Background: an optimization exercise with open tools, aiming at small area, a short achievable clock period and few clock cycles. Do not read the settings as production practice. Function was checked by simulation only, so behaviour that the tests miss may differ from the original. No activity file was given, so power comes from the tool's default toggle rates.

==> flow/design.v <==
module sap3_core (
    input  wire         clk,
    input  wire         rst,           
    input  wire         step,          
    output wire [15:0]  imem_addr,     
    input  wire [31:0]  imem_data,     
    input  wire [15:0]  prog_len,      
    input  wire [7:0]   in_value,      
    output wire [8:0]   dmem_addr,     
    input  wire [7:0]   dmem_rdata,    
    output wire         dmem_we,       
    output wire [7:0]   dmem_wdata,
    output wire         ready,         
    output wire         stopped,       
    output wire         halted,
    output wire [3:0]   fault,
    output wire [7:0]   acc,
    output wire [127:0] regs,          
    output wire [8:0]   sp,
    output wire         flag_c,
    output wire         flag_z,
    output wire         out_valid,
    output wire [7:0]   out_data,
    output wire         print_valid,
    output wire [15:0]  print_tmpl
);
    localparam [3:0] F_UNKNOWN = 4'd1, F_STACK_OVF = 4'd7, F_STACK_UNF = 4'd8;
    reg [15:0]  pc;
    reg [8:0]   sp_q;
    reg [7:0]   a_q;
    reg [7:0]   r_q [0:15];
    reg         c_q, z_q;
    reg         halt_q;
    reg [3:0]   fault_q;
    reg         stop_q;        
    wire [31:0] ir  = imem_data;
    wire [5:0]  t   = ir[31:26];
    wire [3:0]  ra  = ir[25:22];
    wire [3:0]  rb  = ir[21:18];
    wire [15:0] v   = ir[15:0];
    wire lo0x = !t[5] && !t[4];           
    wire lo1x = !t[5] &&  t[4];           
    wire [3:0] tl = t[3:0];
    wire is_nop   = lo0x && tl == 4'h0;
    wire is_lda   = lo0x && tl == 4'h1;
    wire is_sta   = lo0x && tl == 4'h2;
    wire is_ldr   = lo0x && tl == 4'h3;
    wire is_str   = lo0x && tl == 4'h4;
    wire is_ldi   = lo0x && tl == 4'h5;
    wire is_ldri  = lo0x && tl == 4'h6;
    wire is_movrr = lo0x && tl == 4'h7;
    wire is_movra = lo0x && tl == 4'h8;
    wire is_movar = lo0x && tl == 4'h9;
    wire is_addr  = lo0x && tl == 4'hA;
    wire is_addm  = lo0x && tl == 4'hB;
    wire is_sub   = lo0x && tl == 4'hC;
    wire is_and   = lo0x && tl == 4'hD;
    wire is_or    = lo0x && tl == 4'hE;
    wire is_xor   = lo0x && tl == 4'hF;
    wire is_not   = lo1x && tl == 4'h0;
    wire is_inc   = lo1x && tl == 4'h1;
    wire is_dec   = lo1x && tl == 4'h2;
    wire is_rol   = lo1x && tl == 4'h3;
    wire is_ror   = lo1x && tl == 4'h4;
    wire is_jmp   = lo1x && tl == 4'h5;
    wire is_jz    = lo1x && tl == 4'h6;
    wire is_jnz   = lo1x && tl == 4'h7;
    wire is_jc    = lo1x && tl == 4'h8;
    wire is_jnc   = lo1x && tl == 4'h9;
    wire is_push  = lo1x && tl == 4'hA;
    wire is_pop   = lo1x && tl == 4'hB;
    wire is_in    = lo1x && tl == 4'hC;
    wire is_outa  = lo1x && tl == 4'hD;
    wire is_outr  = lo1x && tl == 4'hE;
    wire is_hlt   = lo1x && tl == 4'hF;
    wire is_print = (t == 6'h20);
    wire is_fault = (t == 6'h3F);
    wire [6:0] gz = { ir[3:0] == 4'd0, ir[7:4] == 4'd0, !ir[8], ir[15:9] == 7'd0,
                      ir[17:16] == 2'd0, ir[21:18] == 4'd0, ir[25:22] == 4'd0 };
    reg [6:0] req;       
    reg       known;     
    always @(*) begin
        known = 1'b1;
        case (t)
            6'h00, 6'h10, 6'h11, 6'h12, 6'h13, 6'h14,
            6'h1A, 6'h1B, 6'h1C, 6'h1D, 6'h1F:        req = 7'b1111111;
            6'h01, 6'h02, 6'h0B, 6'h0C, 6'h0D, 6'h0E,
            6'h0F:                                    req = 7'b0001111;
            6'h03, 6'h04:                             req = 7'b0001110;
            6'h05:                                    req = 7'b0011111;
            6'h06:                                    req = 7'b0011110;
            6'h07:                                    req = 7'b1111100;
            6'h08, 6'h0A, 6'h1E:                      req = 7'b1111110;
            6'h09:                                    req = 7'b1111101;
            6'h15, 6'h16, 6'h17, 6'h18, 6'h19, 6'h20: req = 7'b0000111;
            6'h3F:                                    req = 7'b0111111;
            default: begin                            req = 7'b0000000; known = 1'b0; end
        endcase
    end
    wire legal = known && ((req & ~gz) == 7'd0);
    wire z25_9  = gz[0] && gz[1] && gz[2] && gz[3];
    wire z21_9  = gz[1] && gz[2] && gz[3];
    wire z21_0  = gz[1] && gz[2] && gz[3] && gz[4] && gz[5] && gz[6];
    wire z25_0  = gz[0] && z21_0;
    wire z25_16 = gz[0] && gz[1] && gz[2];
    wire sp_zero = (sp_q == 9'd0);
    wire sp_full = (sp_q == 9'd511);
    wire exc_ovf = is_push && sp_zero;
    wire exc_unf = is_pop && sp_full;
    wire exc_any = !legal || (is_fault && !gz[6]) || exc_ovf || exc_unf;
    wire [3:0] exc = !legal   ? F_UNKNOWN :
                     is_fault ? ir[3:0] :
                     exc_ovf  ? F_STACK_OVF : F_STACK_UNF;
    wire accept = step && !stop_q;
    wire commit = accept && !exc_any;
    wire [7:0] rval = r_q[ra];
    wire [9:0] spi_c, spd_b;
    wire [8:0] sp_inc, sp_dec;
    assign spi_c[0] = 1'b1;
    assign spd_b[0] = 1'b1;
    genvar g;
    generate
        for (g = 0; g < 9; g = g + 1) begin : spx
            assign sp_inc[g]  = sp_q[g] ^ spi_c[g];
            assign spi_c[g+1] = sp_q[g] & spi_c[g];
            assign sp_dec[g]  = sp_q[g] ^ spd_b[g];
            assign spd_b[g+1] = !sp_q[g] & spd_b[g];
        end
    endgenerate
    wire we_sta  = is_sta && z25_9;
    wire we_str  = is_str && z21_9;
    wire we_push = is_push && z25_0 && !sp_zero;
    assign dmem_we     = accept && (we_sta || we_str || we_push);
    assign out_valid   = accept && ((is_outa && z25_0) || (is_outr && z21_0));
    assign print_valid = accept && is_print && z25_16;
    assign dmem_addr  = t[4] ? (t[0] ? sp_inc : sp_q) : v[8:0];
    wire [7:0] st_data = (t[2] && !t[0]) ? rval : a_q;
    assign dmem_wdata = st_data;
    assign out_data   = st_data;
    assign print_tmpl = v;
    wire [7:0] mem_rdata = dmem_rdata;
    wire sel_rval = (t[3] && !t[2] && !t[0]) || (!t[3] && t[2] && t[1] && t[0]);
    wire sel_imm  = !t[3] && t[2];
    wire sel_in   = t[4] && t[2];
    wire [7:0] opb = sel_rval ? rval :
                     sel_imm  ? v[7:0] :
                     sel_in   ? in_value : mem_rdata;
    wire ar_sub = !t[4] && t[2];             
    wire ar_one = t[4];                      
    wire ar_dec = t[4] && t[1];              
    wire [7:0] add_x  = ar_one ? {8{ar_dec}} : (opb ^ {8{ar_sub}});
    wire       add_ci = ar_sub || (ar_one && !ar_dec);
    wire [9:0] add_w = {1'b0, a_q, 1'b1} + {1'b0, add_x, add_ci};
    wire [7:0] sum   = add_w[8:1];
    wire       cout  = add_w[9];
    reg is_arith_c, is_rot_c;
    reg [3:0] lut;       
    always @(*) begin
        is_arith_c = 1'b0;
        is_rot_c   = 1'b0;
        lut        = 4'b1010;                   
        case (t[4:0])
            5'h0A, 5'h0B, 5'h0C, 5'h11, 5'h12: is_arith_c = 1'b1;
            5'h13, 5'h14:                      is_rot_c   = 1'b1;
            5'h0D: lut = 4'b1000;               
            5'h0E: lut = 4'b1110;               
            5'h0F: lut = 4'b0110;               
            5'h10: lut = 4'b0011;               
            default: ;
        endcase
    end
    wire [7:0] rot = t[0] ? {a_q[6:0], a_q[7]} : {a_q[0], a_q[7:1]};
    reg  [7:0] logic_res;
    integer b;
    always @(*)
        for (b = 0; b < 8; b = b + 1)
            logic_res[b] = lut[{a_q[b], opb[b]}];
    wire [7:0] alu_res = is_arith_c ? sum : is_rot_c ? rot : logic_res;
    wire alu_z = is_addr || is_addm || is_sub || is_and || is_or || is_xor ||
                 is_not || is_inc || is_dec || is_rol || is_ror || is_in;
    wire a_wr  = alu_z || is_lda || is_ldi || is_movra || is_pop;
    wire c_wr  = is_addr || is_addm;
    wire taken = is_jmp || (is_jz && z_q) || (is_jnz && !z_q) ||
                 (is_jc && c_q) || (is_jnc && !c_q);
    wire [16:0] pci_c;
    wire [15:0] pc_inc;
    assign pci_c[0] = 1'b1;
    generate
        for (g = 0; g < 16; g = g + 1) begin : pcx
            assign pc_inc[g]  = pc[g] ^ pci_c[g];
            assign pci_c[g+1] = pc[g] & pci_c[g];
        end
    endgenerate
    wire [15:0] pc_d   = rst ? 16'd0 : (taken ? v : pc_inc);
    wire        pc_en  = rst || (commit && !is_hlt);
    always @(posedge clk)
        if (pc_en) pc <= pc_d;
    wire stop_en = rst || accept;
    wire stop_d  = (!rst && (exc_any || is_hlt)) || (pc_d == prog_len);
    always @(posedge clk)
        if (stop_en) stop_q <= stop_d;
    wire halt_en = rst || (accept && (exc_any || is_hlt));
    always @(posedge clk)
        if (halt_en) halt_q <= !rst;
    wire fault_en = rst || (accept && exc_any);
    always @(posedge clk)
        if (fault_en) fault_q <= rst ? 4'd0 : exc;
    wire       sp_en = rst || (commit && (is_push || is_pop));
    wire [8:0] sp_d  = rst ? 9'd511 : (t[0] ? sp_inc : sp_dec);
    always @(posedge clk)
        if (sp_en) sp_q <= sp_d;
    wire a_en = rst || (commit && a_wr);
    always @(posedge clk)
        if (a_en) a_q <= rst ? 8'd0 : alu_res;
    wire z_en = rst || (commit && alu_z);
    always @(posedge clk)
        if (z_en) z_q <= !rst && (alu_res == 8'd0);
    wire c_en = rst || (commit && c_wr);
    always @(posedge clk)
        if (c_en) c_q <= !rst && cout;
    wire       rf_we   = commit && (is_ldr || is_ldri || is_movrr || is_movar);
    wire       rf_by_a = t[1] && !(t[0] && t[2]);
    wire [3:0] rf_wsel = rf_by_a ? ra : rb;
    wire [7:0] rf_d    = rst ? 8'd0 : (t[3] ? a_q : opb);
    generate
        for (g = 0; g < 16; g = g + 1) begin : rf
            always @(posedge clk)
                if (rst || (rf_we && rf_wsel == g))
                    r_q[g] <= rf_d;
        end
    endgenerate
    assign imem_addr   = pc;
    assign ready       = 1'b1;
    assign stopped     = stop_q;
    assign halted      = halt_q;
    assign fault       = fault_q;
    assign acc         = a_q;
    assign sp          = sp_q;
    assign flag_c      = c_q;
    assign flag_z      = z_q;
    genvar k;
    generate
        for (k = 0; k < 16; k = k + 1) begin : regs_out
            assign regs[8*k +: 8] = r_q[k];
        end
    endgenerate
endmodule
clock: 10.0 ns
lec_check: 0
abc_area: 1
cap_margin: 20
core_margin: 2
core_utilization: 40
setup_slack_margin: 4.5
slew_margin: 20
standard.sh (not shown) runs the stock make flow with config.mk's settings and CLKGATE_MAP_FILE= SYNTH_SCRIPT=/design/flow/synth_recipe.tcl, a recipe that flattens the netlist after the stock synthesis.
==> flow/flow/run.sh <==
#!/bin/bash
# The standard layout (standard.sh), with two changes:
#  - synthesis maps the logic with an area-oriented ABC script (flow/area.script,
#    through flow/synth_abc.tcl, which otherwise runs synth_recipe.tcl as it is);
#  - the port buffers that ORFS inserts at global placement are
#    sky130_fd_sc_hd__buf_1 (ORFS otherwise picks the delay cell clkdlybuf4s50_1).
set -euo pipefail
work=$(pwd)
export FLOW_SYNTH_TCL=$work/synth_recipe.tcl
export FLOW_ABC_SCRIPT=$work/flow/area.script
bash standard.sh "SYNTH_SCRIPT=$work/flow/synth_abc.tcl" \
  'BUFFER_PORTS_ARGS=-buffer_cell sky130_fd_sc_hd__buf_1' finish > standard_flow.log 2>&1
==> flow/flow/area.script <==
&get -n
&st
&dch
&nf
&put
==> flow/flow/synth_abc.tcl <==
# The standard synthesis (synth_recipe.tcl in the work folder, unchanged),
# with one difference: Yosys's abc pass runs the ABC script named by
# FLOW_ABC_SCRIPT instead of ORFS's abc_area/abc_speed script. Only the
# combinational mapping changes; the registers are the standard synthesis's.
proc abc {args} {
  set i [lsearch -exact $args -script]
  if { $i >= 0 } { lset args [expr {$i + 1}] $::env(FLOW_ABC_SCRIPT) }
  yosys abc {*}$args
}
source $::env(FLOW_SYNTH_TCL)
Testbench counts at the start, summed over its fixed seeds: cycles 120,658.
Next try:
--- a/flow/design.v
+++ b/flow/design.v
@@ -176,6 +176,12 @@
         for (b = 0; b < 8; b = b + 1)
             logic_res[b] = lut[{a_q[b], opb[b]}];
     wire [7:0] alu_res = is_arith_c ? sum : is_rot_c ? rot : logic_res;
+    wire [7:0] add_p  = a_q ^ add_x;
+    wire [7:0] add_k  = {a_q[6:0] | add_x[6:0], add_ci};
+    wire       z_add  = (add_p == add_k);
+    wire       z_rot  = (a_q == 8'd0);        
+    wire       z_log  = (logic_res == 8'd0);
+    wire       alu_zero = is_arith_c ? z_add : is_rot_c ? z_rot : z_log;
     wire alu_z = is_addr || is_addm || is_sub || is_and || is_or || is_xor ||
                  is_not || is_inc || is_dec || is_rol || is_ror || is_in;
     wire a_wr  = alu_z || is_lda || is_ldi || is_movra || is_pop;
@@ -214,7 +220,7 @@
         if (a_en) a_q <= rst ? 8'd0 : alu_res;
     wire z_en = rst || (commit && alu_z);
     always @(posedge clk)
-        if (z_en) z_q <= !rst && (alu_res == 8'd0);
+        if (z_en) z_q <= !rst && alu_zero;
     wire c_en = rst || (commit && c_wr);
     always @(posedge clk)
         if (c_en) c_q <= !rst && cout;
The changed run went through all stages and came out clean.
Cell area grows by 0.87%.
Worst setup slack gains 0.085 ns.
Global-route usage went down by 1.7 points.
Power climbs by 0.90%.
Non-clock buffer count decreases by 5.
Testbench counts after the change, summed over its fixed seeds: cycles 120,658.

==> static timing again, ports no longer ideal <==
The results above use ideal ports. As a check the final layouts listed here were re-extracted and re-timed, cells and wires unchanged. Step 1 (the two cells are an assumption about what drives the block):
set clk [get_ports {clk}]
set_driving_cell -lib_cell sky130_fd_sc_hd__clkbuf_16 $clk
set_driving_cell -lib_cell sky130_fd_sc_hd__buf_2 [delete_from_list [all_inputs] $clk]
Step 2, shift: input delay + t, output delay - t, t = (earliest + latest rising clock arrival at the registers) / 2. This alone moves slack from input paths to output paths. a / b / c = ideal / step 1 / step 2; a / b = the first two.
run	t, ns	slack for setup (ns)	slew at the worst register clock pin (ns)
the first run	0.481	4.309 / 4.144 / 3.930	0.08 / 0.08
the second run	0.476	4.394 / 4.344 / 4.110	0.08 / 0.08
After both steps every run listed still meets setup and hold. For the first run, which loses most, drivers alone change the setup slack by -0.165 ns; drivers and shift together by -0.379 ns.
